From an optimization exercise on the open Yosys and OpenROAD flow, aimed at small area, a short achievable clock period and few clock cycles per item; shortcuts taken in it are not production practice.
Function was checked by simulation only, so behaviour that the tests miss may differ from the original.
The flow treats the clock pin as an ideal source, which a real chip does not have.
Power figures rest on the tool's default switching activity, not on a simulated workload.

`design/flow/flow/run.sh`:
```
#!/bin/bash
set -euo pipefail
export BUFFER_PORTS_ARGS="-buffer_cell sky130_fd_sc_hd__buf_2"
bash standard.sh > flow_standard.log 2>&1
```
`design/flow/standard.sh`:
```
#!/bin/bash
# synth_recipe.tcl (not shown) runs the flow's synth.tcl, then flattens the netlist and writes it again
# the make line also repeats each setting of config.mk as NAME=value (left out here)
make -C /OpenROAD-flow-scripts/flow DESIGN_CONFIG=/design/flow/config.mk WORK_HOME=/design/flow/orfs CLKGATE_MAP_FILE= SYNTH_SCRIPT=/design/flow/synth_recipe.tcl "${@:-finish}"
```
`design/flow/config.mk`:
```
export PLATFORM = sky130hd
export DESIGN_NAME = alpha_line
export DESIGN_NICKNAME = alpha_line
export VERILOG_FILES = /design/flow/design.v
export SDC_FILE = /design/flow/constraint.sdc
export NUM_CORES = 4
export LEC_CHECK = 0
export CAP_MARGIN = 20
export CORE_MARGIN = 2
export CORE_UTILIZATION = 40
export SLEW_MARGIN = 20
```
`design/flow/constraint.sdc`:
```
create_clock -name core_clock -period 80.0 [get_ports {clk}]
set_input_delay 16.0000 -clock core_clock [delete_from_list [all_inputs] [get_ports {clk}]]
set_output_delay 16.0000 -clock core_clock [all_outputs]
set_load 0.01 [all_outputs]
```
`design/flow/design.v`:
```
module alpha_line (
    input  wire         clk,
    input  wire         rst,         
    input  wire         cmd_valid,
    output wire         cmd_ready,
    input  wire [127:0] cmd,
    output wire         rsp_valid,
    input  wire         rsp_ready,
    output wire [47:0]  rsp,
    output wire         ev_valid,
    output wire [1:0]   ev_kind,
    output wire [63:0]  ev_data
);
    localparam [1:0] EV_BEGIN  = 2'd0;
    localparam [1:0] EV_WRITE  = 2'd1;
    localparam [1:0] EV_REPEAT = 2'd2;
    localparam [1:0] EV_IDLE   = 2'd3;
    localparam [3:0] S_IDLE  = 4'd0;
    localparam [3:0] S_PREP  = 4'd1;
    localparam [3:0] S_DIV   = 4'd2;
    localparam [3:0] S_SKIP  = 4'd3;
    localparam [3:0] S_Q0    = 4'd4;
    localparam [3:0] S_Q1    = 4'd5;
    localparam [3:0] S_Q2    = 4'd6;
    localparam [3:0] S_Q3    = 4'd7;
    localparam [3:0] S_FIN   = 4'd8;
    localparam [3:0] S_FILL  = 4'd9;
    localparam [3:0] S_FILLE = 4'd10;
    localparam [3:0] S_FWAIT = 4'd11;
    function [16:0] add16;           
        input [15:0] a;
        input [15:0] b;
        input        ci;
        reg          cy;
        reg   [15:0] s;
        integer      i;
        begin
            cy = ci;
            for (i = 0; i < 16; i = i + 1) begin
                s[i] = a[i] ^ b[i] ^ cy;
                cy   = (a[i] & b[i]) | (cy & (a[i] ^ b[i]));
            end
            add16 = {cy, s};
        end
    endfunction
    function [16:0] incdec17;        
        input [16:0] a;
        input        dn;
        reg          cy;
        reg   [16:0] s;
        integer      i;
        begin
            cy = 1'b1;
            for (i = 0; i < 17; i = i + 1) begin
                s[i] = a[i] ^ cy;
                cy   = cy & (a[i] ^ dn);
            end
            incdec17 = s;
        end
    endfunction
    function [15:0] dec16;
        input [15:0] a;
        reg          bw;
        reg   [15:0] s;
        integer      i;
        begin
            bw = 1'b1;
            for (i = 0; i < 16; i = i + 1) begin
                s[i] = a[i] ^ bw;
                bw   = bw & ~a[i];
            end
            dec16 = s;
        end
    endfunction
    function [15:0] cneg16;          
        input [15:0] a;
        input        s;
        reg          cy;
        reg   [15:0] r;
        reg   [15:0] x;
        integer      i;
        begin
            x  = a ^ {16{s}};
            cy = s;
            for (i = 0; i < 16; i = i + 1) begin
                r[i] = x[i] ^ cy;
                cy   = cy & x[i];
            end
            cneg16 = r;
        end
    endfunction
    function [11:0] sq6;             
        input [5:0] a;
        reg   [11:0] acc;
        reg   [11:0] pp;
        reg   [11:0] s;
        reg          cy;
        integer      i, j;
        begin
            acc = 12'd0;
            for (i = 0; i < 6; i = i + 1)
                acc[2*i] = a[i];
            for (i = 0; i < 5; i = i + 1) begin
                pp = 12'd0;
                for (j = i + 1; j < 6; j = j + 1)
                    pp[i+j+1] = a[i] & a[j];
                cy = 1'b0;
                for (j = 0; j < 12; j = j + 1) begin
                    s[j] = acc[j] ^ pp[j] ^ cy;
                    cy   = (acc[j] & pp[j]) | (cy & (acc[j] ^ pp[j]));
                end
                acc = s;
            end
            sq6 = acc;
        end
    endfunction
    function [5:0] isqrt12;          
        input [11:0] n;
        reg   [7:0]  rem;
        reg   [5:0]  root;
        reg   [8:0]  t;
        reg   [8:0]  tr;
        reg   [8:0]  d;
        reg          bw;
        integer      s, j;
        begin
            rem  = 8'd0;
            root = 6'd0;
            for (s = 0; s < 6; s = s + 1) begin
                t  = {rem[6:0], n[11-2*s], n[10-2*s]};
                tr = {1'b0, root, 2'b01};
                d  = 9'd0;
                bw = 1'b0;
                for (j = 0; j < 9; j = j + 1) begin
                    if (j < s + 3) begin
                        d[j] = t[j] ^ tr[j] ^ bw;
                        bw   = (~t[j] & tr[j]) | (bw & ~(t[j] ^ tr[j]));
                    end
                end
                if (!bw) begin
                    rem  = d[7:0];
                    root = {root[4:0], 1'b1};
                end else begin
                    rem  = t[7:0];
                    root = {root[4:0], 1'b0};
                end
            end
            isqrt12 = root;
        end
    endfunction
    reg        rst_q;
    reg        crdy;
    reg        cen;              
    reg        pend;
    reg [7:0]  op_q;
    reg [1:0]  rsv_q;
    reg [16:0] cx, cy;           
    reg [15:0] s2, s3, s4, s5;   
    reg [15:0] fg, bg;
    reg        flt;
    reg [2:0]  fcause;
    reg [7:0]  fop;
    reg [1:0]  owed;
    reg        rspv;
    reg [3:0]  st;
    reg [2:0]  cnt;
    reg [15:0] R;
    reg [5:0]  A, q0;
    reg        steep, smaj_n, smin_n;
    reg        painted, more;
    reg [11:0] S1r, S0r;
    reg [4:0]  Rf, Rs, Bs;
    reg [5:0]  Gf, Gs;
    reg        evv;
    reg [1:0]  evk;
    reg [7:0]  e55, e39, e23;
    reg [15:0] e15;
    assign cmd_ready = crdy;
    assign rsp_valid = rspv;
    assign rsp       = {fop, 1'b0, fcause, 3'b000, flt, 32'd0};
    assign ev_valid  = evv;
    assign ev_kind   = evk;
    assign ev_data   = {8'd0, e55, 8'd0, e39, 8'd0, e23, e15};
    wire op_nop  = (op_q == 8'h00);
    wire op_sfg  = (op_q == 8'h10);
    wire op_sbg  = (op_q == 8'h11);
    wire op_fill = (op_q == 8'h20);
    wire op_line = (op_q == 8'h21);
    wire op_pair = (op_q == 8'h24);
    wire op_set  = op_sfg | op_sbg;
    wire legal   = op_nop | op_set | op_fill | op_line | op_pair;
    wire z0 = (cx[15:0] == 16'd0);
    wire z1 = (cy[15:0] == 16'd0);
    wire z2 = (s2 == 16'd0);
    wire z3 = (s3 == 16'd0);
    wire z4 = (s4 == 16'd0);
    wire z5 = (s5 == 16'd0);
    wire resv_bad = (rsv_q != 2'd0)
                  | (op_nop & ~z0)
                  | ((op_nop | op_set) & ~(z1 & z2 & z3))
                  | ((op_nop | op_set | op_pair) & ~z4)
                  | ((op_nop | op_set | op_pair | op_fill) & ~z5);
    wire range_bad = op_pair & (s2[15:2] != 14'd0);
    wire [2:0] dcause = !legal    ? 3'd1 :
                        resv_bad  ? 3'd2 :
                        range_bad ? 3'd3 : 3'd0;
    wire dfault = (dcause != 3'd0);
    wire go     = (st == S_IDLE) && pend && !flt && !dfault;
    wire [16:0] fxw = add16({8'd0, cx[7:0]}, {8'd0, s2[7:0]}, 1'b0);
    wire [16:0] fyh = add16({8'd0, cy[7:0]}, {8'd0, s3[7:0]}, 1'b0);
    wire [15:0] fxe = dec16(fxw[15:0]);
    wire [15:0] fye = dec16(fyh[15:0]);
    wire fill_ok = (cx[15:8] == 8'd0) && (s2[15:8] == 8'd0) && !fxw[8]
                && !((fxw[7:4] == 4'hF) && (fxw[3:0] != 4'h0))
                && (cy[15:8] == 8'd0) && (s3[15:8] == 8'd0) && !fyh[8]
                && !((fyh[7:4] == 4'hF) && (fyh[3:0] != 4'h0));
    wire [15:0] adx = cneg16(s2, s2[15]);
    wire [15:0] ady = cneg16(s3, s3[15]);
    wire [16:0] cmpd = add16(adx, ~ady, 1'b1);       
    wire        l_steep = !cmpd[16];
    wire [15:0] l_dmaj  = l_steep ? ady : adx;
    wire [15:0] l_dmin  = l_steep ? adx : ady;
    wire        cin  = (st == S_PREP) && (s3[5:0] == 6'd0);
    wire [15:0] T    = add16(R, s3, cin);
    wire [15:0] U    = (st == S_DIV) ? {R[14:0], q0[5]} : T;
    wire [16:0] Ud   = add16(U, ~s2, 1'b1);
    wire        c    = Ud[16];                        
    wire [15:0] CS   = c ? Ud[15:0] : U;
    wire [16:0] sA   = add16({10'd0, A}, {10'd0, q0}, c);
    wire        wrap = sA[6] | (sA[5:0] == 6'h3F);   
    wire [5:0]  A_nx = sA[5:0] + {5'd0, wrap};
    wire [16:0] maj_nx = incdec17(cx, smaj_n);
    wire [16:0] min_nx = wrap ? incdec17(cy, smin_n) : cy;
    wire maj_ok = (cx[16:8] == 9'd0) && (cx[7:4] != 4'hF);
    wire min_ok = (cy[16:8] == 9'd0) &&
                  (smin_n ? ((cy[7:0] != 8'd0) && (cy[7:4] != 4'hF))
                          : !((cy[7:4] == 4'hE) && (cy[3:0] == 4'hF)) && (cy[7:4] != 4'hF));
    wire pair_ok = maj_ok && min_ok;
    wire [16:0] nb = incdec17({9'd0, cy[7:0]}, smin_n);
    wire [7:0] lo8 = smin_n ? nb[7:0] : cy[7:0];
    wire [7:0] hi8 = smin_n ? cy[7:0] : nb[7:0];
    wire ch_g = (st == S_Q0);
    wire ch_b = (st == S_Q1);
    wire [5:0] fch = ch_g ? fg[10:5] : ch_b ? {fg[4:0], 1'b0} : {fg[15:11], 1'b0};
    wire [5:0] bch = ch_g ? bg[10:5] : ch_b ? {bg[4:0], 1'b0} : {bg[15:11], 1'b0};
    wire [11:0] fsq = sq6(fch);
    wire [11:0] bsq = sq6(bch);
    wire [9:0]  Fq  = fsq[11:2];
    wire [9:0]  Bq  = bsq[11:2];
    wire [5:0] af = smin_n ? A : ~A;
    reg  [15:0] S1;
    reg  [16:0] acc;
    integer k;
    always @(*) begin
        S1 = 16'd0;
        for (k = 0; k < 6; k = k + 1) begin
            acc = add16(S1, {6'd0, (af[k] ? Fq : Bq)} << k, 1'b0);
            S1  = acc[15:0];
        end
    end
    wire [16:0] FB   = add16({6'd0, Fq}, {6'd0, Bq}, 1'b0);
    wire [16:0] FB63 = add16({FB[9:0], 6'd0}, ~{5'd0, FB[10:0]}, 1'b1);
    wire [16:0] S0   = add16(FB63[15:0], ~S1, 1'b1);
    wire a_hi = (af == 6'd63);
    wire a_lo = (af == 6'd0);
    wire [11:0] S1n = a_hi ? fsq : a_lo ? bsq : S1[15:4];
    wire [11:0] S0n = a_hi ? bsq : a_lo ? fsq : S0[15:4];
    wire [5:0] rF = isqrt12(S1r);
    wire [5:0] rS = isqrt12(S0r);
    reg        respond;
    reg [3:0]  st_n;
    reg        emit;
    reg [1:0]  ek;
    reg [7:0]  d55, d39, d23;
    reg [15:0] d15;
    reg        do_fault;
    reg [2:0]  f_cause;
    reg        step;
    always @(*) begin
        st_n     = st;
        respond  = 1'b0;
        emit     = 1'b0;
        ek       = EV_IDLE;
        d55      = 8'd0;
        d39      = 8'd0;
        d23      = 8'd0;
        d15      = 16'd0;
        do_fault = 1'b0;
        f_cause  = 3'd4;
        step     = 1'b0;
        case (st)
            S_IDLE: if (pend) begin
                if (flt) begin
                    respond = 1'b1;
                end else if (dfault) begin
                    f_cause  = dcause;
                    do_fault = 1'b1;
                end else if (op_fill) begin
                    if (z2 || z3) begin
                        emit = 1'b1;
                        respond = 1'b1;
                    end else if (!fill_ok) begin
                        emit = 1'b1;
                        do_fault = 1'b1;
                    end else begin
                        emit = 1'b1;
                        ek   = EV_BEGIN;
                        d55  = cx[7:0];
                        d39  = cy[7:0];
                        d23  = fxe[7:0];
                        d15  = {8'd0, fye[7:0]};
                        st_n = S_FILL;
                    end
                end else if (op_line) begin
                    if (z2 && z3) begin
                        emit = 1'b1;
                        respond = 1'b1;
                    end else
                        st_n = S_PREP;
                end else if (op_pair) begin
                    st_n = S_SKIP;
                end else begin
                    respond = 1'b1;       
                end
            end
            S_PREP: st_n = S_DIV;
            S_DIV:  if (cnt == 3'd5) st_n = S_SKIP;
            S_SKIP: begin
                if (s4 != 16'd0) begin
                    if (s5 == 16'd0) begin
                        emit = 1'b1;
                        respond = 1'b1;
                        st_n = S_IDLE;
                    end else
                        step = 1'b1;
                end else
                    st_n = S_Q0;
            end
            S_Q0: begin
                emit = painted;
                st_n = S_Q1;
            end
            S_Q1: begin
                emit = 1'b1;
                if (pair_ok) begin
                    ek   = EV_BEGIN;
                    d55  = steep ? lo8 : cx[7:0];
                    d39  = steep ? cx[7:0] : lo8;
                    d23  = steep ? hi8 : cx[7:0];
                    d15  = {8'd0, steep ? cx[7:0] : hi8};
                    step = (s5 != 16'd0);
                    st_n = S_Q2;
                end else
                    do_fault = 1'b1;
            end
            S_Q2: begin
                emit = 1'b1;
                ek   = EV_WRITE;
                d15  = {Rf, Gf, rF[5:1]};
                st_n = S_Q3;
            end
            S_Q3: begin
                emit = 1'b1;
                ek   = EV_WRITE;
                d15  = {Rs, Gs, Bs};
                st_n = more ? S_Q0 : S_FIN;
            end
            S_FIN: begin
                emit = 1'b1;
                respond = 1'b1;
                st_n = S_IDLE;
            end
            S_FILL: begin
                if (s5 != 16'd0) begin
                    emit = c;
                    ek   = EV_REPEAT;
                    d15  = s4;
                end else if (R[7:0] != 8'd0) begin
                    emit = 1'b1;
                    ek   = EV_REPEAT;
                    d23  = R[7:0];
                    d15  = s4;
                    st_n = S_FILLE;
                end else begin
                    emit = 1'b1;
                    respond = 1'b1;
                    st_n = S_IDLE;
                end
            end
            S_FILLE: begin
                emit = 1'b1;
                respond = 1'b1;
                st_n = S_IDLE;
            end
            S_FWAIT: begin
                f_cause  = dfault ? dcause : 3'd4;
                do_fault = 1'b1;
            end
            default: st_n = S_IDLE;
        endcase
        if (do_fault) begin
            if (owed == 2'd0) begin
                respond = 1'b1;
                st_n = S_IDLE;
            end else
                st_n = S_FWAIT;
        end
    end
    wire commit  = do_fault && (owed == 2'd0);
    wire st_free = (st_n == S_IDLE) || (st_n == S_FIN) || (st_n == S_FILLE);
    wire [1:0] owed_p  = owed + {1'b0, respond};
    wire [1:0] owed_t  = owed_p - {1'b0, rspv};
    wire       rspv_p  = (owed_p != 2'd0);
    wire       rspv_t  = (owed_t != 2'd0);
    always @(posedge clk) begin
        if (cen) begin
            op_q  <= cmd[127:120];
            rsv_q <= {|cmd[119:108], |cmd[107:96]};
        end
        case (st)
            S_IDLE: begin
                cnt     <= 3'd0;
                painted <= 1'b0;
                if (go) begin
                    if (op_fill) begin
                        R <= 16'd0;
                    end else if (op_line) begin
                        R      <= ~{6'd0, l_dmin[15:6]};
                        q0     <= 6'd0 - l_dmin[5:0];
                        steep  <= l_steep;
                        smaj_n <= l_steep ? s3[15] : s2[15];
                        smin_n <= l_steep ? s2[15] : s3[15];
                    end else if (op_pair) begin
                        A      <= (s3[15:6] != 10'd0) ? 6'd63 : s3[5:0];
                        steep  <= ~s2[1];
                        smin_n <= s2[0];
                    end
                end
            end
            S_PREP: R <= CS;
            S_DIV: begin
                cnt <= cnt + 3'd1;
                q0  <= {q0[4:0], c};
                if (cnt == 3'd5) begin
                    R <= 16'd0;
                    A <= 6'd0;
                end else
                    R <= CS;
            end
            S_FILL: begin
                R <= CS;
            end
            default: ;
        endcase
        if (step) begin
            R <= CS;
            A <= A_nx;
        end
        if (st == S_Q1)
            more <= (s5 != 16'd0);
        if (st == S_Q1 && pair_ok)
            painted <= 1'b1;
        if (cen) begin
            cx <= {1'b0, cmd[95:80]};
            cy <= {1'b0, cmd[79:64]};
            s2 <= cmd[63:48];
            s3 <= cmd[47:32];
            s4 <= cmd[31:16];
            s5 <= cmd[15:0];
        end else begin
            if (go && (op_line ? l_steep : (op_pair & ~s2[1]))) begin
                cx <= cy;
                cy <= cx;
            end
            if (go && op_line) begin
                s2 <= l_dmaj;
                s3 <= l_dmin;
            end
            if (go && op_fill)
                s2 <= 16'h0100;
            if (go && op_fill && fill_ok)
                s5 <= s2;
            if (st == S_DIV && cnt == 3'd5)
                s3 <= CS;
            if (step) begin
                cx <= maj_nx;
                cy <= min_nx;
                s5 <= dec16(s5);
                if (s4 != 16'd0)
                    s4 <= dec16(s4);
            end
            if (st == S_FILL && s5 != 16'd0)
                s5 <= dec16(s5);
        end
        S1r <= S1n;
        S0r <= S0n;
        if (st == S_Q0) begin
            Rf <= rF[5:1];
            Rs <= rS[5:1];
        end
        if (st == S_Q1) begin
            Gf <= rF;
            Gs <= rS;
        end
        if (st == S_Q2)
            Bs <= rS[5:1];
        evk <= ek;
        e55 <= d55;
        e39 <= d39;
        e23 <= d23;
        e15 <= d15;
        rst_q <= rst;
        if (rst_q) begin
            st     <= S_IDLE;
            owed   <= 2'd0;
            flt    <= 1'b0;
            fcause <= 3'd0;
            fop    <= 8'd0;
            fg     <= 16'hFFFF;
            bg     <= 16'h0000;
        end else begin
            st    <= st_n;
            owed  <= rsp_ready ? owed_t : owed_p;
            if (commit) begin
                flt    <= 1'b1;
                fcause <= f_cause;
                fop    <= op_q;
            end
            if (go && op_sfg) fg <= cx[15:0];
            if (go && op_sbg) bg <= cx[15:0];
        end
        pend <= crdy & cmd_valid & ~rst;
        evv  <= emit & ~rst & ~rst_q;
        rspv <= (rsp_ready ? rspv_t : rspv_p) & ~rst & ~rst_q;
        cen  <= ~rst & (rst_q | (st_free & ~(crdy & cmd_valid)));
        crdy <= ~rst & (rst_q | (st_free & ~(crdy & cmd_valid) & (owed <= 2'd1)));
    end
endmodule
```
==> results of run 1 <==
layout make-up:
cell class	instances	area, um2
fillers	5559	31700
multi-input cells	1808	14100
flip-flops and latches	293	7550
clock buffers	53	1200
repair buffers	222	1200
inverters	273	1020
well taps	765	957
clock inverters	14	103
cell families after synthesis:
logic type	after synthesis	share of synthesized area
AND/OR/NAND/NOR	662	0.133
AO/OA/AOI/OAI	523	0.141
buffers and inverters	472	0.0877
adder cells (fa/ha/maj)	299	0.208
flip-flops	293	0.322
multiplexers	144	0.0636
XOR/XNOR	120	0.0449
other	1	0.000160
routing by layer:
layer	wire, um	GRT usage	part of all wire
met5	45	0	0.00063
met4	2580	0.0829	0.036
met3	4690	0.0307	0.066
met2	32400	0.376	0.45
met1	31600	0.327	0.44
placed cells by master, fill, tap and decap left out, drive strengths merged, types with 15 or more instances in the layout:
cell type  count
xnor2         60
nor3          26
nand2b        15
xor2          60
a211oi        19
nand2        238
a21oi        114
and3          19
edfxtp       168
a222oi        16
buf          222
clkinv        16
fa           149
mux2          37
mux2i        107
nand3         20
a21o          19
o22ai         18
o21ai        205
clkbuf        53
conb          60
inv          271
nand4         19
dfxtp        125
nor4          33
ha           150
and2          16
o211ai        18
nor2         215
state kept, by name (all words and copies together), names as in the netlist, 8 cells and up:
signal and cells:
s4 16, s3 16, s5 16, e15 16, e39 8, fg 16, R 16, op_q 8
S0r 12, cx 17, s2 16, S1r 12, bg 16, fop 8, e23 8, cy 17
e55 8
through the flow:
| step | cell area, um2 | worst slack, ns |
|---|---|---|
| after floorplan | 23600 | 63.36 |
| after global placement | 24800 | 63.23 |
| after detailed placement | 24800 | 63.19 |
| after CTS | 26100 | 62.85 |
| after global routing | 26100 | 62.84 |
| final | 26100 | 62.87 |
power by group through the flow:
stage | clock (mW) | sequential [mW] | combinational [mW]
3_3_place_gp | 0 | 0.236 | 0.471
3_5_place_dp | 0 | 0.237 | 0.492
4_1_cts | 0.180 | 0.234 | 0.497
6_report | 0.176 | 0.235 | 0.499
2_1_floorplan | 0 | 0.217 | 0.378
5_1_grt | 0.185 | 0.237 | 0.564
final timing paths:
check | from | endpoint | slack, ns | cells after the start
max | flt$_SDFFE_PP0P_ | rsp[32] | 62.87 | 1
min | painted$_SDFFE_PP1P_ | painted$_SDFFE_PP1P_ | 0.45 | 2
max reg2reg | st[2]$_SDFF_PP0_ | S0r[11]$_DFF_P_ | 66.74 | 39
min reg2reg | painted$_SDFFE_PP1P_ | painted$_SDFFE_PP1P_ | 0.45 | 2
==> flow_metrics.py, run 1 <==
metrics = {
    "synthesis": {
        "ys_async_sr_fraction": 0,
        "synth_warnings": 1,
        "synthTopCellsByArea": "edfxtp_1, fa_1, dfxtp_1, ha_1, mux2i_1",
        "syn_avg_cell_area_um2": 9.31,
        "ys.flop_type": "edfxtp_1",
        "netlist_instances": 2514,
        "yosysSeqAreaShare": 0.322,
        "synth-edff-count": 168,
        "ys_seq_elements": 293,
        "synth_area_um2": 23400,
        "yosysMostFrequentCell": "inv_1",
        "synth_cell_types": 91,
        "synth_top_area_share": 0.216,
        "yosysTopAreaCell": "edfxtp_1",
        "synth.cells.most_frequent": "inv_1, nand2_1, nor2_1",
    },
    "worst_hold_path": {
        "min_path_type": "register to register",
    },
    "power": {
        "irDropWorstVdd_mv": 0.0270,
        "power.internal_mw": 0.517,
        "power_density_nw_per_um2": 34.9,
        "p_leak_nw": 11.6,
        "p_clk_frac": 0.194,
        "comb_power_share": 0.548,
        "switchingPower_mw": 0.393,
        "netSwitchingFraction": 0.432,
        "power_mw": 0.910,
        "p_seq_frac": 0.258,
    },
    "floorplan": {
        "boundaryPins": 249,
        "row_count": 88,
        "start_util": 0.405,
        "die_area_um2": 60500,
        "core_area_um2": 57800,
        "dieWidth_um": 246,
        "die_h_um": 246,
    },
    "cts": {
        "numCtsBuffers": 37,
        "clk_pin_slew_ns": 0.06,
        "clkLatencyLatePin_ns": 0.57,
        "cts_root_buf": "clkbuf_16",
        "post_cts_resized": 0,
        "postCtsSetupRepairBufs": 0,
        "clock_path_buffers": 3,
        "cts_tree": "built",
        "htreeDepth": 2,
        "clock_sinks": 293,
        "ctsHoldBuffers": 0,
    },
    "detailed_routing": {
        "wire_per_inst_um": 20.8,
        "route.vias.total": 18800,
        "viasPerCell": 5.48,
        "ant_nets": 0,
        "drc": 0,
        "drt-pass1-iter-count": 6,
        "wl_mm": 71.4,
        "drtIter0Drc": 1697,
    },
    "sta": {
        "rsz0062_at_grt": "no",
        "tns_ns": 0,
        "slew_headroom": 0.280,
        "hold_violations": 0,
        "finalSetupViolations": 0,
        "holdWs_ns": 0.450,
        "slew_viol_final": 0,
        "worst_pin_slew_ns": 1.08,
        "fin_crit_sh": 0.214,
        "clock-skew-final_ns": 0.0345,
        "period_needed_ns": 17.13,
        "fmax_ghz": 0.0584,
    },
    "run_status": {
        "status": "timing/DRC/antenna clean",
    },
    "global_routing": {
        "grt-ovfl-total": 0,
        "gr-usage-all-layers": 0.236,
        "antenna_found_initial": 3,
        "grt_max_degree": 82,
        "grt_pass1_wl_mm": 109,
        "grt_pass1_vias": 18700,
    },
    "worst_setup_path": {
        "critPathSlowestCell": "dfxtp_1",
        "path_class": "register to output port",
        "worst-path-buf-inv": 1,
        "cp_max_fo": 4,
        "worstPathCellList": "buf_2",
        "worstSetupStartpointType": "register",
        "slowest_delay_ns": 0.38,
        "critPathArrivalTime_ns": 1.13,
        "crit_required_ns": 64.00,
        "critPathCaptureType": "output port",
        "path_delay_family": "flip-flops",
    },
    "finish": {
        "area_growth_syn_to_layout_pct": 11.6,
        "finalNonFillerCells": 3428,
        "drive_gt1_frac": 0.139,
        "final_util": 0.452,
        "diodes": 0,
        "final_nets": 3066,
    },
    "place": {
        "port_buffers": 188,
        "dpl.hpwl_mm": 55.6,
        "gp_congestion": 0.926,
        "place_inst": 3361,
    },
    "job": {
        "maxCapViolations": 0,
    },
}
Testbench counts, summed over its fixed seeds: cycles 398,202, items 4,800.
==> inputs of run 2 (changes only) <==
==> design/flow/run.sh (new file) <==
#!/bin/bash
# synth_recipe.tcl (not shown) runs the flow's synth.tcl, then flattens the netlist and writes it again
# the make line also repeats each setting of config.mk as NAME=value (left out here)
make -C /OpenROAD-flow-scripts/flow DESIGN_CONFIG=/design/flow/config.mk WORK_HOME=/design/flow/orfs CLKGATE_MAP_FILE= SYNTH_SCRIPT=/design/flow/synth_recipe.tcl finish
removed: design/flow/flow/run.sh
removed: design/flow/standard.sh
==> flow_metrics.py, run 2 <==
metrics = {
    "detailed_routing": {
        "ant_nets": 0,
        "viasPerCell": 5.43,
        "drtIter0Drc": 1377,
        "drt-pass1-iter-count": 6,
        "wire_per_inst_um": 20.6,
        "drc": 0,
        "wl_mm": 70.8,
        "route.vias.total": 18600,
    },
    "worst_setup_path": {
        "crit_required_ns": 64.00,
        "critPathCaptureType": "output port",
        "rr_startpoint": "st[2]$_SDFF_PP0_",
        "critPathSlowestCell": "clkdlybuf4s50_1",
        "rr_endpoint": "S0r[11]$_DFF_P_",
        "rrSetupSlack_ns": 66.38,
        "worst-path-buf-inv": 1,
        "cp_max_fo": 4,
        "critPathArrivalTime_ns": 1.53,
        "worstPathCellList": "clkdlybuf4s50_1",
        "slowest_delay_ns": 0.60,
        "path_delay_family": "buffers and inverters",
        "path_class": "register to output port",
        "worstSetupStartpointType": "register",
        "r2r_cells": 38,
    },
    "job": {
        "maxCapViolations": 0,
    },
    "synthesis": {
        "synth.cells.most_frequent": "inv_1, nand2_1, nor2_1",
        "yosysSeqAreaShare": 0.322,
        "yosysTopAreaCell": "edfxtp_1",
        "synth_warnings": 1,
        "synth_area_um2": 23400,
        "synth-edff-count": 168,
        "syn_avg_cell_area_um2": 9.31,
        "ys.flop_type": "edfxtp_1",
        "synth_top_area_share": 0.216,
        "synthTopCellsByArea": "edfxtp_1, fa_1, dfxtp_1, ha_1, mux2i_1",
        "ys_seq_elements": 293,
        "synth_cell_types": 91,
        "netlist_instances": 2514,
        "ys_async_sr_fraction": 0,
        "yosysMostFrequentCell": "inv_1",
    },
    "sta": {
        "worst_pin_slew_ns": 1.08,
        "holdWs_ns": 0.451,
        "slew_viol_final": 0,
        "period_needed_ns": 17.53,
        "fin_crit_sh": 0.219,
        "tns_ns": 0,
        "slew_headroom": 0.281,
        "fin_ws_ns": 62.47,
        "hold_violations": 0,
        "finalSetupViolations": 0,
        "fmax_ghz": 0.0571,
        "rsz0062_at_grt": "no",
        "clock-skew-final_ns": 0.0382,
    },
    "floorplan": {
        "row_count": 88,
        "core_area_um2": 57800,
        "boundaryPins": 249,
        "dieWidth_um": 246,
        "die_h_um": 246,
        "die_area_um2": 60500,
        "start_util": 0.405,
    },
    "global_routing": {
        "busiest_layer": "met2",
        "grt_max_degree": 82,
        "grt_pass1_vias": 18300,
        "gr-usage-all-layers": 0.235,
        "met1_usage": 0.329,
        "grtUsageMet3": 0.0342,
        "use_met2": 0.379,
        "antenna_found_initial": 0,
        "grt-ovfl-total": 0,
        "grt_pass1_wl_mm": 109,
    },
    "place": {
        "dp_slack_ns": 62.67,
        "port_buffers": 188,
        "dpl.hpwl_mm": 55.7,
        "gp_congestion": 0.927,
    },
    "finish": {
        "drive_gt1_frac": 0.0694,
        "area_growth_syn_to_layout_pct": 15.5,
        "final_common_cell": "inv_1",
        "diodes": 0,
        "filler_cell_count": 5517,
        "final_nets": 3068,
        "reg_top3": "cx: 17 flops, cy: 17 flops",
        "most-common-layout-cells": "inv_1, nand2_1, nor2_1",
        "register_area_um2": 7550,
        "multi_input_area_um2": 14100,
    },
    "cts": {
        "clkLatencyLatePin_ns": 0.58,
        "post_cts_resized": 0,
        "cts_tree": "built",
        "htreeDepth": 2,
        "postCtsSetupRepairBufs": 0,
        "cts_root_buf": "clkbuf_16",
        "clk_pin_slew_ns": 0.06,
        "numCtsBuffers": 37,
        "clock_path_buffers": 3,
        "ctsHoldBuffers": 0,
        "clock_sinks": 293,
    },
    "worst_hold_path": {
        "min_path_type": "register to register",
        "hold_depth": 2,
        "min_to": "painted$_SDFFE_PP1P_",
        "min-delay-start": "painted$_SDFFE_PP1P_",
    },
    "power": {
        "power_mw": 0.908,
        "power_density_nw_per_um2": 33.6,
        "irDropWorstVdd_mv": 0.0274,
        "p_leak_nw": 11.5,
    },
    "run_status": {
        "status": "timing/DRC/antenna clean",
    },
}
[run 2: cell count changes in the layout (fill, tap and decap cells not counted), sizes merged]
cell           before  now
clkdlybuf4s50       0  188
clkinv             16   14
bufinv              0    2
clkinvlp            0    2
clkbuf             53   51
buf               222   36
[run 2: metal layers]
metal	part of all wire	routed length, um
met3	0.066	4680
met2	0.46	32500
met5	0	0
met4	0.026	1850
met1	0.45	31800
[run 2: logic make-up (layout without fill, tap and decap cells)]
logic type	after synthesis	in the layout	share of synthesized area
AND/OR/NAND/NOR	662	662	0.133
AO/OA/AOI/OAI	523	523	0.141
buffers and inverters	472	564	0.0877
adder cells (fa/ha/maj)	299	299	0.208
flip-flops	293	293	0.322
multiplexers	144	144	0.0636
XOR/XNOR	120	120	0.0449
other	1	60	0.000160
[run 2: how the worst max path moves through the flow]
stage	from	endpoint	slack, ns	depth (start not counted)
floorplan	cmd_valid	crdy$_DFF_P_	63.36	2
global placement	rst	evv$_DFF_P_	62.60	2
detailed placement	rst	evv$_DFF_P_	62.67	2
CTS	flt$_SDFFE_PP0P_	rsp[32]	62.46	1
global route	flt$_SDFFE_PP0P_	rsp[32]	62.42	1
finish	flt$_SDFFE_PP0P_	rsp[32]	62.47	1
[run 2: cell type report]
| cell class | count | share of cell area |
|---|---|---|
| multi-input cells | 1808 | 0.521 |
| repair buffers | 224 | 0.0796 |
| well taps | 765 | 0.0354 |
| inverters | 273 | 0.0379 |
| clock inverters | 16 | 0.00569 |
| clock buffers | 51 | 0.0411 |
| flip-flops and latches | 293 | 0.279 |
[run 2: per-stage QoR]
step	cells	area, um2	utilization
finish	3430	27000	0.468
global route	3430	27000	0.468
CTS	3430	27000	0.468
detailed placement	3363	25800	0.446
global placement	3363	25700	0.445
floorplan	2573	23600	-
[run 2: power by group]
group	total [mW]	switching (mW)	leakage (nW)	internal, mW
registers	0.233	0.0317	2.61	0.201
clock network	0.174	0.0700	0.627	0.104
logic	0.501	0.286	8.23	0.215
==> inputs of run 3 (changes only) <==
--- a/design/flow/design.v
+++ b/design/flow/design.v
@@ -166,11 +166,11 @@
     reg [2:0]  cnt;
     reg [15:0] R;
     reg [5:0]  A, q0;
-    reg        steep, smaj_n, smin_n;
+    reg        steep, sx_n, sy_n;
     reg        painted, more;
     reg [11:0] S1r, S0r;
-    reg [4:0]  Rf, Rs, Bs;
-    reg [5:0]  Gf, Gs;
+    reg [5:0]  h1, k1, k2;
+    reg [4:0]  h2, k3;
     reg        evv;
     reg [1:0]  evk;
     reg [7:0]  e55, e39, e23;
@@ -229,16 +229,20 @@
     wire [16:0] sA   = add16({10'd0, A}, {10'd0, q0}, c);
     wire        wrap = sA[6] | (sA[5:0] == 6'h3F);   
     wire [5:0]  A_nx = sA[5:0] + {5'd0, wrap};
-    wire [16:0] maj_nx = incdec17(cx, smaj_n);
-    wire [16:0] min_nx = wrap ? incdec17(cy, smin_n) : cy;
-    wire maj_ok = (cx[16:8] == 9'd0) && (cx[7:4] != 4'hF);
-    wire min_ok = (cy[16:8] == 9'd0) &&
-                  (smin_n ? ((cy[7:0] != 8'd0) && (cy[7:4] != 4'hF))
-                          : !((cy[7:4] == 4'hE) && (cy[3:0] == 4'hF)) && (cy[7:4] != 4'hF));
-    wire pair_ok = maj_ok && min_ok;
-    wire [16:0] nb = incdec17({9'd0, cy[7:0]}, smin_n);
-    wire [7:0] lo8 = smin_n ? nb[7:0] : cy[7:0];
-    wire [7:0] hi8 = smin_n ? cy[7:0] : nb[7:0];
+    wire        mvx    = ~steep | wrap;
+    wire        mvy    = steep | wrap;
+    wire [16:0] x_nx   = mvx ? incdec17(cx, sx_n) : cx;
+    wire [16:0] y_nx   = mvy ? incdec17(cy, sy_n) : cy;
+    wire        smin_n = steep ? sx_n : sy_n;
+    wire x_in  = (cx[16:8] == 9'd0) && (cx[7:4] != 4'hF);           
+    wire y_in  = (cy[16:8] == 9'd0) && (cy[7:4] != 4'hF);
+    wire [7:0] mi8 = steep ? cx[7:0] : cy[7:0];
+    wire [7:0] mj8 = steep ? cy[7:0] : cx[7:0];
+    wire nb_ok = smin_n ? (mi8 != 8'd0) : (mi8 != 8'hEF);
+    wire pair_ok = x_in && y_in && nb_ok;
+    wire [16:0] nb = incdec17({9'd0, mi8}, smin_n);
+    wire [7:0] lo8 = smin_n ? nb[7:0] : mi8;
+    wire [7:0] hi8 = smin_n ? mi8 : nb[7:0];
     wire ch_g = (st == S_Q0);
     wire ch_b = (st == S_Q1);
     wire [5:0] fch = ch_g ? fg[10:5] : ch_b ? {fg[4:0], 1'b0} : {fg[15:11], 1'b0};
@@ -344,10 +348,10 @@
                 emit = 1'b1;
                 if (pair_ok) begin
                     ek   = EV_BEGIN;
-                    d55  = steep ? lo8 : cx[7:0];
-                    d39  = steep ? cx[7:0] : lo8;
-                    d23  = steep ? hi8 : cx[7:0];
-                    d15  = {8'd0, steep ? cx[7:0] : hi8};
+                    d55  = steep ? lo8 : mj8;
+                    d39  = steep ? mj8 : lo8;
+                    d23  = steep ? hi8 : mj8;
+                    d15  = {8'd0, steep ? mj8 : hi8};
                     step = (s5 != 16'd0);
                     st_n = S_Q2;
                 end else
@@ -356,13 +360,13 @@
             S_Q2: begin
                 emit = 1'b1;
                 ek   = EV_WRITE;
-                d15  = {Rf, Gf, rF[5:1]};
+                d15  = {h2, h1, rF[5:1]};
                 st_n = S_Q3;
             end
             S_Q3: begin
                 emit = 1'b1;
                 ek   = EV_WRITE;
-                d15  = {Rs, Gs, Bs};
+                d15  = {k3, k2, k1[5:1]};
                 st_n = more ? S_Q0 : S_FIN;
             end
             S_FIN: begin
@@ -428,12 +432,13 @@
                         R      <= ~{6'd0, l_dmin[15:6]};
                         q0     <= 6'd0 - l_dmin[5:0];
                         steep  <= l_steep;
-                        smaj_n <= l_steep ? s3[15] : s2[15];
-                        smin_n <= l_steep ? s2[15] : s3[15];
+                        sx_n   <= s2[15];
+                        sy_n   <= s3[15];
                     end else if (op_pair) begin
                         A      <= (s3[15:6] != 10'd0) ? 6'd63 : s3[5:0];
                         steep  <= ~s2[1];
-                        smin_n <= s2[0];
+                        sx_n   <= s2[0];
+                        sy_n   <= s2[0];
                     end
                 end
             end
@@ -468,10 +473,6 @@
             s4 <= cmd[31:16];
             s5 <= cmd[15:0];
         end else begin
-            if (go && (op_line ? l_steep : (op_pair & ~s2[1]))) begin
-                cx <= cy;
-                cy <= cx;
-            end
             if (go && op_line) begin
                 s2 <= l_dmaj;
                 s3 <= l_dmin;
@@ -483,8 +484,8 @@
             if (st == S_DIV && cnt == 3'd5)
                 s3 <= CS;
             if (step) begin
-                cx <= maj_nx;
-                cy <= min_nx;
+                cx <= x_nx;
+                cy <= y_nx;
                 s5 <= dec16(s5);
                 if (s4 != 16'd0)
                     s4 <= dec16(s4);
@@ -494,16 +495,11 @@
         end
         S1r <= S1n;
         S0r <= S0n;
-        if (st == S_Q0) begin
-            Rf <= rF[5:1];
-            Rs <= rS[5:1];
-        end
-        if (st == S_Q1) begin
-            Gf <= rF;
-            Gs <= rS;
-        end
-        if (st == S_Q2)
-            Bs <= rS[5:1];
+        h1 <= rF;
+        h2 <= h1[5:1];
+        k1 <= rS;
+        k2 <= k1;
+        k3 <= k2[5:1];
         evk <= ek;
         e55 <= d55;
         e39 <= d39;
==> design/flow/flow/run.sh (new file) <==
#!/bin/bash
set -euo pipefail
export BUFFER_PORTS_ARGS="-buffer_cell sky130_fd_sc_hd__buf_2"
bash standard.sh > flow_standard.log 2>&1
==> design/flow/standard.sh (new file) <==
#!/bin/bash
# synth_recipe.tcl (not shown) runs the flow's synth.tcl, then flattens the netlist and writes it again
# the make line also repeats each setting of config.mk as NAME=value (left out here)
make -C /OpenROAD-flow-scripts/flow DESIGN_CONFIG=/design/flow/config.mk WORK_HOME=/design/flow/orfs CLKGATE_MAP_FILE= SYNTH_SCRIPT=/design/flow/synth_recipe.tcl "${@:-finish}"
--- a/design/flow/config.mk
+++ b/design/flow/config.mk
@@ -5,7 +5,10 @@
 export SDC_FILE = /design/flow/constraint.sdc
 export NUM_CORES = 4
 export LEC_CHECK = 0
+export ABC_AREA = 1
 export CAP_MARGIN = 20
 export CORE_MARGIN = 2
 export CORE_UTILIZATION = 40
+export CTS_CLUSTER_DIAMETER = 100
+export CTS_CLUSTER_SIZE = 20
 export SLEW_MARGIN = 20
removed: design/flow/run.sh
==> flow_metrics.py, run 3 <==
metrics = {
    "run_status": {
        "status": "timing/DRC/antenna clean",
    },
    "detailed_routing": {
        "drc": 0,
        "ant_nets": 0,
        "wl_met1_mm": 30.4,
        "dr.max_layer_used": "met5",
        "wire_per_inst_um": 18.1,
        "wl_met3_mm": 3.68,
        "wl_met2_mm": 31.6,
        "drt-pass1-iter-count": 8,
        "viasPerCell": 5.23,
        "drtIter0Drc": 1704,
        "route.vias.total": 19300,
        "wl_mm": 67.0,
    },
    "synthesis": {
        "synth-edff-count": 141,
        "synth_top_area_share": 0.188,
        "yosysMostFrequentCell": "nand2_1",
        "ys.flop_type": "dfxtp_1",
        "synth.cells.most_frequent": "nand2_1, inv_1, o21ai_0",
        "yosysSeqAreaShare": 0.323,
        "netlist_instances": 2797,
        "synth_warnings": 1,
        "synthTopCellsByArea": "edfxtp_1, dfxtp_1, fa_1, nand2_1, o21ai_0",
        "yosysTopAreaCell": "edfxtp_1",
        "syn_avg_cell_area_um2": 8.07,
        "ys_seq_elements": 294,
        "synth_cell_types": 64,
        "synth_area_um2": 22600,
        "ys_async_sr_fraction": 0,
    },
    "sta": {
        "finalSetupViolations": 0,
        "slew_headroom": 0.263,
        "fmax_ghz": 0.0585,
        "fin_crit_sh": 0.214,
        "slew_viol_final": 0,
        "tns_ns": 0,
        "fin_ws_ns": 62.90,
        "worst_pin_slew_ns": 1.10,
        "period_needed_ns": 17.10,
        "hold_violations": 0,
        "rsz0062_at_grt": "no",
        "clock-skew-final_ns": 0.0260,
        "holdWs_ns": 0.332,
    },
    "worst_setup_path": {
        "cp_max_fo": 5,
        "worstSetupStartpointType": "register",
        "path_delay_family": "flip-flops",
        "worst-path-buf-inv": 1,
        "crit_required_ns": 64.00,
        "critPathArrivalTime_ns": 1.10,
        "worstPathCellList": "buf_2",
        "critPathSlowestCell": "dfxtp_1",
        "critPathCaptureType": "output port",
        "slowest_delay_ns": 0.39,
        "path_class": "register to output port",
    },
    "cts": {
        "postCtsSetupRepairBufs": 0,
        "numCtsBuffers": 20,
        "clock_sinks": 294,
        "htreeDepth": 1,
        "post_cts_resized": 0,
        "clock_path_buffers": 3,
        "clkLatencyLatePin_ns": 0.55,
        "clk_pin_slew_ns": 0.08,
        "ctsHoldBuffers": 0,
        "cts_root_buf": "clkbuf_16",
        "cts_tree": "built",
    },
    "floorplan": {
        "die_h_um": 242,
        "core_area_um2": 56100,
        "row_count": 87,
        "dieWidth_um": 242,
        "die_area_um2": 58300,
        "start_util": 0.403,
        "boundaryPins": 249,
    },
    "worst_hold_path": {
        "min_path_type": "register to register",
    },
    "global_routing": {
        "gr-usage-all-layers": 0.226,
        "grt_pass1_vias": 18700,
        "grt-ovfl-total": 0,
        "grt_max_degree": 82,
        "grt_pass1_wl_mm": 105,
        "antenna_found_initial": 2,
    },
    "finish": {
        "area_growth_syn_to_layout_pct": 8.97,
        "reg_top3": "cx: 17 flops, cy: 17 flops",
        "final_cell_area_um2": 24600,
        "final_nets": 3352,
        "final_common_cell": "nand2_1",
        "drive_gt1_frac": 0.104,
        "finalNonFillerCells": 3691,
        "most-common-layout-cells": "nand2_1, inv_1, o21ai_0",
    },
    "place": {
        "place_inst": 3655,
        "port_buffers": 188,
        "dp_slack_ns": 63.22,
        "gp_congestion": 0.939,
        "placed_area_um2": 24000,
        "dpl.hpwl_mm": 53.1,
    },
    "job": {
        "maxCapViolations": 0,
    },
    "power": {
        "power_density_nw_per_um2": 21.1,
        "irDropWorstVdd_mv": 0.0147,
        "p_leak_nw": 11.4,
    },
}
## run 3: kinds of logic (layout without fill, tap and decap cells)
kind of cell               count (synthesis)  after routing  synth area share
AOI/OAI and AO/OA                        622            622             0.151
xor gates and xnor gates                  73             73            0.0283
adders and majority gates                299            299             0.215
buffers and inverters                    567            645             0.105
DFF                                      294            294             0.323
muxes                                      1              1          0.000443
other                                      1             61          0.000166
and+or+nand+nor                          940            940             0.176
## run 3: final cells by class
type	count	area (um2)
clock inverters	4	56.3
fillers	5712	31500
inverters	405	1520
multi-input cells	1995	13100
clock buffers	31	564
well taps	756	946
flip-flops and latches	294	7300
repair buffers	205	1070
diodes	1	2.50
## run 3: worst paths after layout
path,cells past startpoint,slack (ns),endpoint,startpoint
hold reg to reg,0,0.33,k2[0]$_DFF_P_,k1[0]$_DFF_P_
setup / recovery,1,62.90,rsp[32],flt$_SDFFE_PP0P_
hold / removal,0,0.33,k2[0]$_DFF_P_,k1[0]$_DFF_P_
setup reg to reg,44,65.79,S0r[11]$_DFF_P_,st[2]$_SDFF_PP0_
## run 3: layer usage
metal  vias up  GRT usage
met2       604      0.376
met1      9303      0.314
li1       9311          -
met3        77     0.0284
met4         2     0.0471
met5         -          0
## run 3: where the power goes
part	switching (mW)	total, mW	internal (mW)
sequential	0.0185	0.198	0.180
clock	0.0577	0.108	0.0504
combinational	0.133	0.212	0.0789
total	0.210	0.519	0.309
## run 3: per-stage QoR
step / total power [mW] / util
finish: 0.519 / 0.439
global route: 0.562 / 0.439
CTS: 0.520 / 0.439
detailed placement: 0.412 / 0.428
global placement: 0.404 / 0.428
floorplan: 0.350 / -
Testbench counts of run 3, summed over its fixed seeds: cycles 398,202, items 4,800.
==> inputs of run 4 (changes only) <==
==> design/flow/flow/run.sh (replaced) <==
#!/bin/bash
set -euo pipefail
export BUFFER_PORTS_ARGS="-buffer_cell sky130_fd_sc_hd__buf_1"
bash standard.sh > flow_standard.log 2>&1
==> flow_metrics.py, run 4 <==
metrics = {
    "cts": {
        "ctsHoldBuffers": 0,
        "clock_path_buffers": 3,
        "cts_tree": "built",
        "post_cts_resized": 0,
        "clkLatencyLatePin_ns": 0.54,
        "clock_sinks": 294,
        "htreeDepth": 1,
        "cts_root_buf": "clkbuf_16",
        "clk_pin_slew_ns": 0.10,
        "numCtsBuffers": 19,
        "postCtsSetupRepairBufs": 0,
    },
    "power": {
        "irDropWorstVdd_mv": 0.0206,
        "switchingPower_mw": 0.205,
        "p_clk_frac": 0.202,
        "netSwitchingFraction": 0.403,
        "power.internal_mw": 0.305,
        "p_leak_nw": 10.8,
        "comb_power_share": 0.410,
        "p_seq_frac": 0.388,
        "power_density_nw_per_um2": 21.0,
    },
    "finish": {
        "diodes": 0,
        "area_growth_syn_to_layout_pct": 7.69,
        "final_cell_area_um2": 24300,
        "finalNonFillerCells": 3689,
        "drive_gt1_frac": 0.0392,
        "multi_input_area_um2": 13100,
        "final_nets": 3352,
        "filler_cell_count": 5728,
        "most-common-layout-cells": "nand2_1, inv_1, o21ai_0",
        "register_area_um2": 7300,
        "final_util": 0.434,
        "reg_top3": "cx: 17 flops, cy: 17 flops",
        "final_common_cell": "nand2_1",
    },
    "synthesis": {
        "synth-edff-count": 141,
        "syn_avg_cell_area_um2": 8.07,
        "yosysTopAreaCell": "edfxtp_1",
        "synthTopCellsByArea": "edfxtp_1, dfxtp_1, fa_1, nand2_1, o21ai_0",
        "synth_top_area_share": 0.188,
        "synth_warnings": 1,
        "yosysMostFrequentCell": "nand2_1",
        "synth_cell_types": 64,
        "synth_area_um2": 22600,
        "ys_seq_elements": 294,
        "ys.flop_type": "dfxtp_1",
        "yosysSeqAreaShare": 0.323,
        "ys_async_sr_fraction": 0,
        "netlist_instances": 2797,
        "synth.cells.most_frequent": "nand2_1, inv_1, o21ai_0",
    },
    "detailed_routing": {
        "route.vias.total": 19000,
        "drtIter0Drc": 1598,
        "wire_per_inst_um": 18.0,
        "wl_mm": 66.2,
        "drc": 0,
        "drt-pass1-iter-count": 7,
        "viasPerCell": 5.16,
        "ant_nets": 0,
    },
    "worst_hold_path": {
        "hold_depth": 0,
        "min_path_type": "register to register",
        "min_to": "k2[0]$_DFF_P_",
        "min-delay-start": "k1[0]$_DFF_P_",
    },
    "worst_setup_path": {
        "worstSetupStartpointType": "register",
        "crit_required_ns": 64.00,
        "critPathCaptureType": "output port",
        "critPathSlowestCell": "dfxtp_1",
        "path_delay_family": "flip-flops",
        "path_class": "register to output port",
        "cp_max_fo": 5,
        "slowest_delay_ns": 0.39,
        "rrSetupSlack_ns": 66.50,
        "r2r_cells": 44,
        "worstPathCellList": "buf_1",
        "rr_endpoint": "S0r[11]$_DFF_P_",
        "critPathArrivalTime_ns": 1.15,
        "worst-path-buf-inv": 1,
        "rr_startpoint": "st[2]$_SDFF_PP0_",
    },
    "place": {
        "place_inst": 3656,
        "placed_area_um2": 23700,
        "dpl.hpwl_mm": 53.0,
        "port_buffers": 188,
        "gp_congestion": 0.932,
    },
    "sta": {
        "clock-skew-final_ns": 0.0315,
        "period_needed_ns": 17.15,
        "worst_pin_slew_ns": 1.19,
        "hold_violations": 0,
        "rsz0062_at_grt": "no",
        "slew_headroom": 0.197,
        "fin_crit_sh": 0.214,
        "slew_viol_final": 0,
        "tns_ns": 0,
        "fmax_ghz": 0.0583,
        "finalSetupViolations": 0,
    },
    "floorplan": {
        "dieWidth_um": 242,
        "die_area_um2": 58300,
        "die_h_um": 242,
        "boundaryPins": 249,
        "core_area_um2": 56100,
        "row_count": 87,
        "start_util": 0.403,
    },
    "run_status": {
        "status": "timing/DRC/antenna clean",
    },
    "global_routing": {
        "antenna_found_initial": 1,
        "gr-usage-all-layers": 0.223,
        "grt_pass1_vias": 18700,
        "grt_max_degree": 82,
        "grt_pass1_wl_mm": 104,
        "grt-ovfl-total": 0,
    },
    "job": {
        "maxCapViolations": 0,
    },
}
[run 4: metal layers]
metal / track usage / share of wire / vias up
li1: - / - / 9293
met5: 0 / 0 / -
met2: 0.373 / 0.47 / 552
met4: 0.0521 / 0.023 / 0
met3: 0.0223 / 0.053 / 85
met1: 0.310 / 0.45 / 9093
[run 4: through the flow]
step / setup WS (ns) / power, mW / hold WS (ns)
6_report: 62.85 / 0.510 / 0.336
3_3_place_gp: 63.26 / 0.402 / 0.314
5_1_grt: 62.81 / 0.554 / 0.352
4_1_cts: 62.83 / 0.513 / 0.342
3_5_place_dp: 63.24 / 0.409 / 0.322
2_1_floorplan: 63.40 / 0.350 / 0.310
[run 4: power by group through the flow]
stage | registers, mW | clock network, mW | logic (mW)
after CTS | 0.198 | 0.106 | 0.209
after detailed placement | 0.201 | 0 | 0.207
after global placement | 0.201 | 0 | 0.201
after global routing | 0.199 | 0.110 | 0.244
after floorplan | 0.192 | 0 | 0.158
final | 0.198 | 0.103 | 0.209
[run 4: cells by family after synthesis]
logic type,share of synthesized area
fa+ha+maj,0.215
flops,0.323
buf+inv,0.105
simple gates,0.176
other cells,0.000166
xor+xnor,0.0283
mux,0.000443
compound gates,0.151
[run 4: area by class of cell]
class | instances | share of cell area
clock buffer | 31 | 0.0224
tap | 756 | 0.0389
inverter | 405 | 0.0625
clock inverter | 2 | 0.00103
timing repair buffer | 206 | 0.0346
sequential | 294 | 0.300
multi-input combinational | 1995 | 0.540
[run 4: worst max path at each step]
stage	from	endpoint	slack (ns)	depth (start not counted)
6_report	flt$_SDFFE_PP0P_	rsp[32]	62.85	1
5_1_grt	flt$_SDFFE_PP0P_	rsp[32]	62.81	1
4_1_cts	flt$_SDFFE_PP0P_	rsp[32]	62.83	1
3_5_place_dp	cmd_valid	crdy$_DFF_P_	63.24	7
3_3_place_gp	cmd[113]	rsv_q[1]$_DFFE_PP_	63.26	3
2_1_floorplan	cmd[97]	rsv_q[0]$_DFFE_PP_	63.40	2
==> inputs of run 5 (changes only) <==
==> design/flow/flow/run.sh (replaced) <==
#!/bin/bash
set -euo pipefail
here=$(pwd)
export BUFFER_PORTS_ARGS="-buffer_cell sky130_fd_sc_hd__buf_1"
export POST_CTS_TCL="$here/flow/bypass_root.tcl"
export SKIP_REPAIR_TIE_FANOUT=1
bash standard.sh > flow_standard.log 2>&1
==> design/flow/flow/bypass_root.tcl (new file) <==
proc my_bypass_root {} {
  set block [ord::get_db_block]
  set root [$block findInst clkbuf_0_clk]
  if {$root eq "NULL"} { puts "bypass_root: no root buffer"; return }
  set innet [[$root findITerm A] getNet]
  set onet [[$root findITerm X] getNet]
  set loads {}
  foreach l [$onet getITerms] {
    if {[[$l getInst] getName] ne [$root getName]} { lappend loads $l }
  }
  if {[llength $loads] > 4} { puts "bypass_root: [llength $loads] loads, kept"; return }
  foreach l $loads { $l disconnect; $l connect $innet }
  puts "bypass_root: [llength $loads] first-level buffers now on [$innet getName]"
  [$root findITerm A] disconnect
  [$root findITerm X] disconnect
  odb::dbInst_destroy $root
  odb::dbNet_destroy $onet
}
my_bypass_root
estimate_parasitics -placement
==> flow_metrics.py, run 5 <==
metrics = {
    "finish": {
        "most-common-layout-cells": "nand2_1, inv_1, o21ai_0",
        "drive_gt1_frac": 0.0410,
        "final_cell_area_um2": 24100,
        "finalNonFillerCells": 3633,
        "final_common_cell": "nand2_1",
        "final_nets": 3295,
        "area_growth_syn_to_layout_pct": 6.96,
        "reg_top3": "cx: 17 flops, cy: 17 flops",
    },
    "worst_setup_path": {
        "path_delay_family": "flip-flops",
        "worst-path-buf-inv": 1,
        "cp_num_cells": 1,
        "r2r_cells": 44,
        "rr_endpoint": "S0r[11]$_DFF_P_",
        "slowest_delay_ns": 0.40,
        "worstSetupStartpointType": "register",
        "setup.worst_path.end": "rsp[32]",
        "worstPathCellList": "buf_1",
        "rr_startpoint": "st[2]$_SDFF_PP0_",
        "rrSetupSlack_ns": 66.34,
        "critPathSlowestCell": "dfxtp_1",
        "path_class": "register to output port",
        "crit_required_ns": 64.00,
        "critPathCaptureType": "output port",
        "critPathArrivalTime_ns": 1.01,
        "cp-startpoint": "flt$_SDFFE_PP0P_",
        "cp_max_fo": 5,
    },
    "floorplan": {
        "core_area_um2": 56100,
        "row_count": 87,
        "boundaryPins": 249,
        "die_h_um": 242,
        "die_area_um2": 58300,
        "dieWidth_um": 242,
        "start_util": 0.403,
    },
    "detailed_routing": {
        "drt-pass1-iter-count": 6,
        "ant_nets": 0,
        "wl_met2_mm": 30.7,
        "viasPerCell": 5.24,
        "wl_met1_mm": 28.8,
        "wire_per_inst_um": 18.1,
        "dr.max_layer_used": "met5",
        "wl_mm": 65.9,
        "route.vias.total": 19100,
        "drc": 0,
        "drtIter0Drc": 1485,
        "wl_met3_mm": 4.48,
    },
    "synthesis": {
        "synth_warnings": 1,
        "yosysTopAreaCell": "edfxtp_1",
        "synth-edff-count": 141,
        "synth.cells.most_frequent": "nand2_1, inv_1, o21ai_0",
        "syn_avg_cell_area_um2": 8.07,
        "synthTopCellsByArea": "edfxtp_1, dfxtp_1, fa_1, nand2_1, o21ai_0",
        "yosysSeqAreaShare": 0.323,
        "synth_top_area_share": 0.188,
        "ys_async_sr_fraction": 0,
        "yosysMostFrequentCell": "nand2_1",
        "ys.flop_type": "dfxtp_1",
        "synth_cell_types": 64,
        "netlist_instances": 2797,
        "synth_area_um2": 22600,
        "ys_seq_elements": 294,
    },
    "sta": {
        "slew_viol_final": 0,
        "fmax_ghz": 0.0588,
        "hold_violations": 0,
        "slew_headroom": 0.266,
        "period_needed_ns": 17.01,
        "rsz0062_at_grt": "no",
        "worst_pin_slew_ns": 1.10,
        "finalSetupViolations": 0,
        "clock-skew-final_ns": 0.0291,
        "fin_crit_sh": 0.213,
        "tns_ns": 0,
    },
    "run_status": {
        "status": "timing/DRC/antenna clean",
    },
    "global_routing": {
        "grt_max_degree": 82,
        "grt-ovfl-total": 0,
        "antenna_found_initial": 3,
        "grt_pass1_vias": 18700,
        "gr-usage-all-layers": 0.221,
        "grt_pass1_wl_mm": 103,
    },
    "power": {
        "power_density_nw_per_um2": 21.3,
        "irDropWorstVdd_mv": 0.0140,
        "p_leak_nw": 10.7,
    },
    "place": {
        "placed_area_um2": 23500,
        "gp_congestion": 0.952,
        "port_buffers": 188,
        "place_inst": 3599,
        "dpl.hpwl_mm": 52.7,
    },
    "cts": {
        "clock_sinks": 294,
        "clk_pin_slew_ns": 0.08,
        "cts_tree": "built",
        "clkLatencyLatePin_ns": 0.42,
    },
    "worst_hold_path": {
        "hold_depth": 0,
        "min_path_type": "register to register",
    },
    "job": {
        "maxCapViolations": 0,
    },
}
-- run 5: layout make-up --
| class | count | area, um2 |
|---|---|---|
| diodes | 1 | 2.50 |
| clock buffers | 29 | 538 |
| inverters | 405 | 1520 |
| flip-flops and latches | 294 | 7300 |
| clock inverters | 4 | 55.1 |
| repair buffers | 208 | 863 |
| multi-input cells | 1936 | 12900 |
| well taps | 756 | 946 |
| fillers | 5604 | 31900 |
-- run 5: kinds of logic after synthesis --
logic type | synth area share
buffers and inverters | 0.105
adders and majority gates | 0.215
and+or+nand+nor | 0.176
AOI/OAI and AO/OA | 0.151
DFF | 0.323
other | 0.000166
muxes | 0.000443
xor gates and xnor gates | 0.0283
-- run 5: layer usage --
layer  up-vias  GRT usage
met5         -          0
met4         2     0.0608
met3       100     0.0371
met2       644      0.367
met1      9059      0.299
li1       9248          -
-- run 5: how the worst min path moves through the flow --
stage                    endpoint     startpoint
floorplan           k2[0]$_DFF_P_  k1[0]$_DFF_P_
global placement    k2[0]$_DFF_P_  k1[0]$_DFF_P_
detailed placement  k2[0]$_DFF_P_  k1[0]$_DFF_P_
global route        k2[0]$_DFF_P_  k1[0]$_DFF_P_
finish              k2[0]$_DFF_P_  k1[0]$_DFF_P_
-- run 5: stage by stage --
step                       util  hold slack [ns]  worst slack [ns]  power, mW
after floorplan               -            0.310             63.40      0.350
after global placement    0.420            0.314             63.25      0.404
after detailed placement  0.420            0.314             63.25      0.411
after global routing      0.431            0.347             62.97      0.557
final                     0.431            0.331             62.99      0.515
-- run 5: power by group --
part	leakage [nW]	switching [mW]	internal, mW
Combinational	7.78	0.134	0.0782
Sequential	2.60	0.0184	0.180
Clock	0.286	0.0570	0.0481
==> inputs of run 6 (changes only) <==
==> design/flow/flow/run.sh (replaced) <==
#!/bin/bash
set -euo pipefail
here=$(pwd)
export BUFFER_PORTS_ARGS="-buffer_cell sky130_fd_sc_hd__buf_1"
export POST_CTS_TCL="$here/flow/bypass_root.tcl"
bash standard.sh > flow_standard.log 2>&1
==> flow_metrics.py, run 6 <==
metrics = {
    "run_status": {
        "status": "timing/DRC/antenna clean",
    },
    "worst_setup_path": {
        "path_class": "register to output port",
        "slowest_delay_ns": 0.39,
        "path_delay_family": "flip-flops",
        "worstPathCellList": "buf_1",
        "critPathSlowestCell": "dfxtp_1",
        "worst-path-buf-inv": 1,
        "crit_required_ns": 64.00,
        "cp_max_fo": 5,
        "critPathCaptureType": "output port",
        "critPathArrivalTime_ns": 1.01,
        "worstSetupStartpointType": "register",
    },
    "global_routing": {
        "antenna_found_initial": 1,
        "grt-ovfl-total": 0,
        "grt_pass1_wl_mm": 104,
        "gr-usage-all-layers": 0.222,
        "grt_pass1_vias": 18700,
        "grt_max_degree": 82,
    },
    "detailed_routing": {
        "route.vias.total": 19100,
        "wl_mm": 66.3,
        "ant_nets": 0,
        "wire_per_inst_um": 18.0,
        "drc": 0,
        "drtIter0Drc": 1457,
        "viasPerCell": 5.18,
        "drt-pass1-iter-count": 5,
    },
    "cts": {
        "clk_pin_slew_ns": 0.10,
        "clkLatencyLatePin_ns": 0.40,
        "clock_sinks": 294,
        "cts_tree": "built",
    },
    "finish": {
        "final_util": 0.433,
        "finalNonFillerCells": 3688,
        "area_growth_syn_to_layout_pct": 7.58,
        "reg_top3": "cx: 17 flops, cy: 17 flops",
        "final_common_cell": "nand2_1",
        "final_cell_area_um2": 24300,
        "filler_cell_count": 5730,
        "diodes": 0,
        "drive_gt1_frac": 0.0389,
        "most-common-layout-cells": "nand2_1, inv_1, o21ai_0",
        "final_nets": 3351,
    },
    "floorplan": {
        "boundaryPins": 249,
        "die_h_um": 242,
        "core_area_um2": 56100,
        "start_util": 0.403,
        "row_count": 87,
        "die_area_um2": 58300,
        "dieWidth_um": 242,
    },
    "place": {
        "port_buffers": 188,
        "dpl.hpwl_mm": 53.0,
        "gp_congestion": 0.932,
        "place_inst": 3656,
        "dp_slack_ns": 63.24,
        "placed_area_um2": 23700,
    },
    "sta": {
        "worst_pin_slew_ns": 1.17,
        "rsz0062_at_grt": "no",
        "fmax_ghz": 0.0588,
        "fin_ws_ns": 62.99,
        "hold_violations": 0,
        "tns_ns": 0,
        "period_needed_ns": 17.01,
        "finalSetupViolations": 0,
        "slew_headroom": 0.211,
        "holdWs_ns": 0.336,
        "slew_viol_final": 0,
        "clock-skew-final_ns": 0.0334,
        "fin_crit_sh": 0.213,
    },
    "synthesis": {
        "synth.cells.most_frequent": "nand2_1, inv_1, o21ai_0",
        "netlist_instances": 2797,
        "synth_cell_types": 64,
        "ys.flop_type": "dfxtp_1",
        "synth_top_area_share": 0.188,
        "yosysMostFrequentCell": "nand2_1",
        "ys_seq_elements": 294,
        "yosysSeqAreaShare": 0.323,
        "syn_avg_cell_area_um2": 8.07,
        "ys_async_sr_fraction": 0,
        "synth_warnings": 1,
        "yosysTopAreaCell": "edfxtp_1",
        "synthTopCellsByArea": "edfxtp_1, dfxtp_1, fa_1, nand2_1, o21ai_0",
        "synth-edff-count": 141,
        "synth_area_um2": 22600,
    },
    "power": {
        "p_leak_nw": 10.8,
        "irDropWorstVdd_mv": 0.0209,
        "power_mw": 0.507,
        "power_density_nw_per_um2": 20.9,
    },
    "job": {
        "maxCapViolations": 0,
    },
    "worst_hold_path": {
        "min_path_type": "register to register",
    },
}
## run 6: cell counts after synthesis
No cell type changed its count.
## run 6: logic make-up (layout without fill, tap and decap cells)
| logic type | Yosys count | after routing | synth area share |
|---|---|---|---|
| adder cells (fa/ha/maj) | 299 | 299 | 0.215 |
| flip-flops | 294 | 294 | 0.323 |
| other | 1 | 60 | 0.000166 |
| AO/OA/AOI/OAI | 622 | 622 | 0.151 |
| buffers and inverters | 567 | 643 | 0.105 |
| AND/OR/NAND/NOR | 940 | 940 | 0.176 |
| XOR/XNOR | 73 | 73 | 0.0283 |
| multiplexers | 1 | 1 | 0.000443 |
## run 6: cell type report
class | instances | area [um2] | share of cell area
clock buffers | 30 | 520 | 0.0214
clock inverters | 2 | 25.0 | 0.00103
inverters | 405 | 1520 | 0.0626
multi-input cells | 1995 | 13100 | 0.541
flip-flops and latches | 294 | 7300 | 0.301
well taps | 756 | 946 | 0.0390
repair buffers | 206 | 841 | 0.0346
## run 6: per-layer routing
metal  wire length (um)  global-route usage  up-vias  part of all wire
met2              31200               0.373      586              0.47
li1                   -                   -     9291                 -
met1              29800               0.310     9135              0.45
met4               1560              0.0517        0             0.023
met5                  0                   0        -                 0
met3               3680              0.0206       80             0.055
## run 6: path summary, 6_finish.rpt
path | end | cells past startpoint | startpoint | slack (ns)
setup reg to reg | S0r[11]$_DFF_P_ | 44 | st[2]$_SDFF_PP0_ | 66.47
hold reg to reg | k2[0]$_DFF_P_ | 0 | k1[0]$_DFF_P_ | 0.34
setup / recovery | rsp[32] | 1 | flt$_SDFFE_PP0P_ | 62.99
hold / removal | k2[0]$_DFF_P_ | 0 | k1[0]$_DFF_P_ | 0.34
## run 6: power by group
group          internal (mW)  switching (mW)  total (mW)  leakage, nW
registers              0.180          0.0184       0.198         2.60
logic                 0.0773           0.132       0.209         7.95
clock network         0.0457          0.0541      0.0998        0.264

## re-timing with driven ports
How much do the figures lean on ideal ports? The routed layouts below were timed once more, with nothing changed but the port constraints. Step 1 assumes that a clkbuf_16 drives the clock port and a buf_2 every other input. Step 2 also shifts input and output timing later by t, the mid clock arrival at the registers, as if the neighbouring blocks saw the same clock. Three values: ideal ports, drivers, drivers and shift; two values: the first two.
run | shift t [ns] | setup slack, ns | worst setup path at the end | worst slew at a driven data input, ns
run 1 | 0.611 | 62.870 / 62.813 / 63.188 | input to register | 0.06
run 2 | 0.615 | 62.472 / 62.416 / 62.765 | input to register | 0.06
run 3 | 0.603 | 62.903 / 62.841 / 63.219 | input to register | 0.10
run 4 | 0.587 | 62.853 / 62.796 / 63.252 | input to register | 0.04
run 5 | 0.486 | 62.992 / 62.912 / 63.224 | input to register | 0.05
run 6 | 0.467 | 62.993 / 62.913 / 63.249 | input to register | 0.04
After both steps setup and hold are still met in every run listed.
